This is an optimization exercise on Yosys and OpenROAD, whose aim is small area, not a production implementation. Only simulation tests tie the RTL to the original design; equivalence was not proved. Power is estimated from default activity; no workload was simulated.

==> flow/design.v <==
module pinode_rx #(
    parameter MAX_SLOTS = 256
) (
    input  wire        clk,
    input  wire        rst,
    input  wire        start,
    input  wire        start_thumb,
    input  wire        stream_fail,
    output wire        busy,
    output wire        done,
    output wire [1:0]  result,
    output wire [1:0]  err,
    input  wire        rx_valid,
    input  wire [7:0]  rx_data,
    input  wire        rx_timeout,
    output wire        rx_ready,
    output wire        tx_valid,
    output reg  [7:0]  tx_data,
    input  wire        tx_ready,
    output reg         pl_valid,
    output reg  [7:0]  pl_data,
    output reg         ev_valid,
    output reg  [3:0]  ev_status,     
    output reg  [13:0] ev_index
);
    localparam ST_IDLE    = 5'b00000;
    localparam ST_AWAIT   = 5'b00001;    
    localparam ST_CLR     = 5'b00010;    
    localparam ST_COLLECT = 5'b00100;
    localparam ST_RSCAN   = 5'b00101;    
    localparam ST_RREAD   = 5'b00110;    
    localparam ST_FINAL   = 5'b00111;    
    localparam ST_D_OK    = 5'b01000;
    localparam ST_D_NOINF = 5'b01001;
    localparam ST_D_INC   = 5'b01010;
    localparam ST_D_STRM  = 5'b01011;
    localparam ST_RCONV   = 5'b01101;    
    localparam TX_SV      = 5'b10000;    
    localparam TX_NL_A    = 5'b10001;    
    localparam TX_E       = 5'b10010;    
    localparam TX_NL_E    = 5'b10011;    
    localparam TX_R       = 5'b10100;    
    localparam TX_H       = 5'b10101;    
    localparam TX_T       = 5'b10110;    
    localparam TX_U       = 5'b10111;    
    localparam TX_NL_R    = 5'b11100;    
    localparam RS_STORED     = 4'd1;
    localparam RS_INFO_OK    = 4'd2;
    localparam RS_TIMEOUT    = 4'd3;
    localparam RS_MALFORMED  = 4'd4;
    localparam RS_TOO_SHORT  = 4'd5;
    localparam RS_BAD_INDEX  = 4'd6;
    localparam RS_BAD_CKSUM  = 4'd7;
    localparam RS_WRONG_KIND = 4'd8;
    localparam RS_OUT_RANGE  = 4'd9;
    reg [4:0]   st;
    reg [8:0]   exp_count;   
    reg [8:0]   cnt;         
    reg [7:0]   head;        
    reg         wr_pend;     
    reg [MAX_SLOTS-1:0] ring;
    reg [7:0]   grp;         
    reg         pend_zero;
    reg         borrow;      
    reg [2:0]   rec_cnt;     
    reg [7:0]   hold;
    reg         kind_ok;
    reg         bad_dig;
    reg [7:0]   crc;         
    reg         in_range;    
    reg [3:0]   k;           
    reg         z1, z2, z3;  
    reg [1:0]   c;           
    assign done   = (st[4:2] == 3'b010);
    assign busy   = (st != ST_IDLE) && !done;
    assign err    = st[1:0];
    assign result = (st[1:0] == 2'd0) ? 2'd1 : 2'd2;
    assign tx_valid = st[4];
    wire rd_active    = !ev_valid && ((st == ST_AWAIT) ||
                        (!wr_pend && ((st == ST_COLLECT && cnt != exp_count) ||
                                      (st == ST_RREAD))));
    wire read_pending = rd_active && (k == 4'd15);
    assign rx_ready = read_pending;
    wire start_take   = start && !busy;
    wire take_fail    = busy && stream_fail;
    wire take_timeout = read_pending && rx_timeout && !stream_fail;
    wire take_byte    = read_pending && rx_valid && !rx_timeout && !stream_fail;
    wire take_delim   = take_byte && (rx_data == 8'h00);
    wire take_data    = take_byte && (rx_data != 8'h00);
    wire rd_end       = take_timeout || take_delim;
    wire is_code   = (grp[7:1] == 7'd0);
    wire dec_valid = take_data && (!is_code || (grp[0] && pend_zero));
    wire [7:0] dec_byte = is_code ? 8'h00 : rx_data;
    wire malformed = (grp != 8'd1);
    wire too_short = (rec_cnt != 3'd6);
    wire cksum_ok  = (crc == 8'd0);
    always @(*) begin
        if (rec_cnt == 3'd7) ev_status = RS_TIMEOUT;
        else if (malformed) ev_status = RS_MALFORMED;
        else if (too_short) ev_status = RS_TOO_SHORT;
        else if (bad_dig)   ev_status = RS_BAD_INDEX;
        else if (!cksum_ok) ev_status = RS_BAD_CKSUM;
        else if (!kind_ok)  ev_status = RS_WRONG_KIND;
        else if (!in_range) ev_status = RS_OUT_RANGE;
        else if (st == ST_AWAIT) ev_status = RS_INFO_OK;
        else                ev_status = RS_STORED;
    end
    wire stored = ev_valid && (ev_status == RS_STORED);
    wire [7:0] target  = wr_pend ? ev_index[7:0] : cnt[7:0];
    wire       at_tgt  = (head == target);
    wire       set_now = wr_pend && at_tgt;
    wire       clr     = !st[2];
    wire       cur_bit = ring[MAX_SLOTS-1];
    always @(posedge clk) begin
        ring <= {ring[MAX_SLOTS-2:0], (cur_bit && !clr) || set_now};
        head <= start_take ? 8'd0 : {head[6:0], head[7] ^ head[5] ^ head[4] ^ head[3] ^ (head[6:0] == 7'd0)};
    end
    wire [3:0]  du = ev_index[3:0], dt = ev_index[7:4];
    wire [3:0]  dd_u = {du[3] | (du[2] & (du[1] | du[0])),
                        (du[2] & ~du[1] & ~du[0]) | (du[3] & ~du[1] & du[0]),
                        (~du[2] & du[1]) | (du[1] & du[0]) | (du[3] & ~du[0]),
                        (~du[3] & ~du[2] & du[0]) | (du[2] & du[1] & ~du[0]) | (du[3] & ~du[0])};
    wire [3:0]  dd_t = {dt[3] | (dt[2] & (dt[1] | dt[0])),
                        (dt[2] & ~dt[1] & ~dt[0]) | (dt[3] & ~dt[1] & dt[0]),
                        (~dt[2] & dt[1]) | (dt[1] & dt[0]) | (dt[3] & ~dt[0]),
                        (~dt[3] & ~dt[2] & dt[0]) | (dt[2] & dt[1] & ~dt[0]) | (dt[3] & ~dt[0])};
    wire        dd_bit = cnt[~k[2:0]];
    always @(*) begin
        case (st)
            TX_SV:   tx_data = exp_count[0] ? 8'h56 : 8'h53;
            TX_E:    tx_data = 8'h45;
            TX_R:    tx_data = 8'h52;
            TX_H:    tx_data = {6'b001100, ev_index[9:8]};
            TX_T:    tx_data = {4'h3, ev_index[7:4]};
            TX_U:    tx_data = {4'h3, ev_index[3:0]};
            default: tx_data = 8'h0A;
        endcase
    end
    wire       dig_byte  = (rec_cnt >= 3'd2) && (rec_cnt <= 3'd5);
    wire       first_dig = (rec_cnt == 3'd2);
    wire [3:0] k_last    = dig_byte ? 4'd13 : 4'd7;
    wire       dig_step  = dig_byte && (k != 4'd15);
    wire       crc_step  = !k[3];
    wire       crc_fb    = crc[7] ^ hold[~k[2:0]];
    wire       dig_bit   = (k[3:2] == 2'b00) && hold[k[1:0]];
    wire [2:0] ssum      = z1 + z3 + dig_bit + c;
    wire       lim_bit   = (st == ST_AWAIT) ? (k == 4'd0 || k == 4'd8)
                                            : (k <= 4'd8 && exp_count[k]);
    always @(posedge clk) begin
        if (take_data && is_code) begin
            grp       <= rx_data;
            pend_zero <= (rx_data != 8'hFF);
        end
        borrow <= take_data ? !is_code : borrow && !grp[0];
        if (crc_step)
            grp <= {grp[0] ^ borrow, grp[7:1]};
        if (dec_valid) begin
            hold <= dec_byte;
            case (rec_cnt)
                3'd0: kind_ok <= (st == ST_AWAIT) ? (dec_byte == 8'd0)
                                                  : (dec_byte == 8'd1 || dec_byte == 8'd2);
                3'd1: bad_dig <= (dec_byte > 8'd9);
                3'd2, 3'd3, 3'd4: bad_dig <= bad_dig || (dec_byte > 8'd9);
                default: ;
            endcase
            if (rec_cnt != 3'd6)
                rec_cnt <= rec_cnt + 3'd1;
        end
        k  <= (dec_valid || st == ST_RSCAN) ? 4'd0 :
              (k == k_last || k == 4'd15 || (!rd_active && st != ST_RCONV)) ? 4'd15 : k + 4'd1;
        z1 <= dig_step && !first_dig && ev_index[0];
        z2 <= dig_step && z1;
        z3 <= dig_step && z2;
        c  <= dig_step ? ssum[2:1] : 2'd0;
        if (dig_step)
            ev_index <= {ssum[0], ev_index[13:1]};
        if (dig_step && rec_cnt == 3'd5)
            in_range <= (!ssum[0] && lim_bit) || (!(ssum[0] ^ lim_bit) && in_range && k != 4'd0);
        if (crc_step)
            crc <= {crc[6:0], 1'b0} ^ (crc_fb ? 8'h07 : 8'h00);
        if (take_timeout)
            rec_cnt <= 3'd7;
        if (!rd_active) begin
            grp     <= 8'd0;
            rec_cnt <= 3'd0;
            crc     <= 8'd0;
        end
        pl_valid  <= dec_valid && (rec_cnt == 3'd6);
        pl_data   <= hold;
        if (st == ST_RCONV)
            ev_index[9:0] <= (k == 4'd0) ? {9'd0, dd_bit}
                                         : {ev_index[8], dd_t[3], dd_t[2:0], dd_u[3], dd_u[2:0], dd_bit};
    end
    always @(posedge clk) begin
        ev_valid <= 1'b0;
        if (rst) begin
            st <= ST_IDLE;
        end else begin
            ev_valid <= rd_end && !take_fail;
            if (set_now)
                wr_pend <= 1'b0;
            if (stored)
                wr_pend <= 1'b1;
            if (take_fail) begin
                st <= ST_D_STRM;
            end else begin
                case (st)
                    ST_IDLE, ST_D_OK, ST_D_NOINF, ST_D_INC, ST_D_STRM: begin
                        if (start) begin
                            exp_count <= {8'd0, start_thumb};
                            wr_pend   <= 1'b0;
                            st        <= TX_SV;
                        end
                    end
                    TX_SV:   if (tx_ready) st <= TX_NL_A;
                    TX_NL_A: if (tx_ready) st <= ST_AWAIT;
                    TX_E:    if (tx_ready) st <= TX_NL_E;
                    TX_NL_E: if (tx_ready) st <= ST_D_OK;
                    TX_R:    if (tx_ready) st <= (ev_index[9:8] != 2'd0) ? TX_H :
                                                 (ev_index[7:4] != 4'd0) ? TX_T : TX_U;
                    TX_H:    if (tx_ready) st <= TX_T;
                    TX_T:    if (tx_ready) st <= TX_U;
                    TX_U:    if (tx_ready) st <= TX_NL_R;
                    TX_NL_R: if (tx_ready) st <= ST_RREAD;
                    ST_AWAIT: begin
                        if (ev_valid) begin
                            if (ev_status == RS_INFO_OK) begin
                                exp_count <= ev_index[8:0];
                                st        <= ST_CLR;
                            end else begin
                                st <= ST_D_NOINF;
                            end
                        end
                    end
                    ST_CLR: begin
                        cnt <= 9'd0;
                        if (head == 8'h80)      
                            st <= ST_COLLECT;
                    end
                    ST_COLLECT: begin
                        if (ev_valid) begin
                            cnt <= cnt + 9'd1;
                        end else if (cnt == exp_count && !wr_pend) begin
                            cnt <= 9'd0;
                            st  <= ST_RSCAN;
                        end
                    end
                    ST_RSCAN: begin
                        if (!wr_pend) begin
                            if (cnt == exp_count) begin
                                cnt <= 9'd0;
                                st  <= ST_FINAL;
                            end else if (at_tgt) begin
                                if (cur_bit)
                                    cnt <= cnt + 9'd1;
                                else
                                    st <= ST_RCONV;
                            end
                        end
                    end
                    ST_RCONV: begin
                        if (k == 4'd7)
                            st <= TX_R;
                    end
                    ST_RREAD: begin
                        if (ev_valid) begin
                            cnt <= cnt + 9'd1;
                            st  <= ST_RSCAN;
                        end
                    end
                    ST_FINAL: begin
                        if (cnt == exp_count) begin
                            st <= TX_E;
                        end else if (at_tgt) begin
                            if (cur_bit)
                                cnt <= cnt + 9'd1;
                            else
                                st <= ST_D_INC;
                        end
                    end
                    default: st <= ST_IDLE;
                endcase
            end
        end
    end
endmodule
Settings: LEC_CHECK=0, CAP_MARGIN=20, CORE_MARGIN=2, CORE_UTILIZATION=60, SLEW_MARGIN=20; clock period 10.0 ns.
standard.sh (not shown) runs the stock make flow with config.mk's settings and CLKGATE_MAP_FILE= SYNTH_SCRIPT=/design/flow/synth_recipe.tcl, a recipe that flattens the netlist after the stock synthesis.
==> flow/flow/run.sh <==
#!/bin/bash
# Own flow: the standard layout (standard.sh) with three changes:
#  - synthesis maps the logic with an area-oriented ABC script
#    (flow/abc_area.script); registers are mapped exactly as in the
#    standard synthesis, since ABC only sees the combinational logic;
#  - port buffers use the smallest buffer;
#  - the clock tree uses clkbuf_8 leaf clusters and no dummy loads.
set -e
cp -r "$FLOW_HOME/scripts" ./scripts_local
cp flow/abc_area.script ./scripts_local/abc_speed.script
export SCRIPTS_DIR="$PWD/scripts_local"
export BUFFER_PORTS_ARGS="-buffer_cell sky130_fd_sc_hd__buf_1"
export CTS_ARGS="-sink_clustering_enable -repair_clock_nets -sink_clustering_size 20 -sink_clustering_max_diameter 70 -buf_list sky130_fd_sc_hd__clkbuf_8 -dont_use_dummy_load"
bash standard.sh > standard.log 2>&1
==> flow/flow/abc_area.script <==
&get -n
&st
&syn2
&dch -f
&nf -R 1000 -p
&st
&syn2
&dch -f
&nf -R 1000 -p
&st
&syn2
&dch -f
&nf -R 1000 -p
&put
The first run finished clean.
==> next run, changes <==
--- a/flow/design.v
+++ b/flow/design.v
@@ -91,14 +91,15 @@
     wire is_code   = (grp[7:1] == 7'd0);
     wire dec_valid = take_data && (!is_code || (grp[0] && pend_zero));
     wire [7:0] dec_byte = is_code ? 8'h00 : rx_data;
     wire malformed = (grp != 8'd1);
     wire too_short = (rec_cnt != 3'd6);
     wire cksum_ok  = (crc == 8'd0);
+    reg timed_out;   
     always @(*) begin
-        if (rec_cnt == 3'd7) ev_status = RS_TIMEOUT;
+        if (timed_out)      ev_status = RS_TIMEOUT;
         else if (malformed) ev_status = RS_MALFORMED;
         else if (too_short) ev_status = RS_TOO_SHORT;
         else if (bad_dig)   ev_status = RS_BAD_INDEX;
         else if (!cksum_ok) ev_status = RS_BAD_CKSUM;
         else if (!kind_ok)  ev_status = RS_WRONG_KIND;
         else if (!in_range) ev_status = RS_OUT_RANGE;
@@ -175,21 +176,20 @@
         if (dig_step)
             ev_index <= {ssum[0], ev_index[13:1]};
         if (dig_step && rec_cnt == 3'd5)
             in_range <= (!ssum[0] && lim_bit) || (!(ssum[0] ^ lim_bit) && in_range && k != 4'd0);
         if (crc_step)
             crc <= {crc[6:0], 1'b0} ^ (crc_fb ? 8'h07 : 8'h00);
-        if (take_timeout)
-            rec_cnt <= 3'd7;
         if (!rd_active) begin
             grp     <= 8'd0;
             rec_cnt <= 3'd0;
             crc     <= 8'd0;
         end
         pl_valid  <= dec_valid && (rec_cnt == 3'd6);
         pl_data   <= hold;
+        timed_out <= take_timeout;
         if (st == ST_RCONV)
             ev_index[9:0] <= (k == 4'd0) ? {9'd0, dd_bit}
                                          : {ev_index[8], dd_t[3], dd_t[2:0], dd_u[3], dd_u[2:0], dd_bit};
     end
     always @(posedge clk) begin
         ev_valid <= 1'b0;
Result:
- total power stays flat
- wire length is lower by 4.8%
- global-route usage is lower by 1.5 points
- count of clock-buffer cells in the layout stays the same
- final area barely changes

[port drivers added, routing unchanged]
In the flow no input, the clock included, has a driving cell. The finished layouts below were timed again as built, in two steps.
Step 1: set_driving_cell puts a clkbuf_16 on clk and a buf_2 on each other input, an assumption about the parent block.
Step 2 times the ports against the registers' clock, not the clock port: input delays grow and output delays shrink by t, the midpoint of the rising clock arrivals with the driver on.
Three values: ideal ports, drivers, drivers and shift; two values: the first two.
run | shift t [ns] | slack for setup (ns) | hold WS [ns] | worst setup path after step 2 | slew at the worst register clock pin (ns)
the first run | 0.569 | 4.976 / 4.936 / 5.505 | 0.290 / 0.290 / 0.290 | register to output | 0.12 / 0.12
the second run | 0.561 | 4.945 / 4.906 / 5.446 | 0.329 / 0.329 / 0.329 | input to register | 0.12 / 0.12
After both steps setup and hold are still met in every run listed.
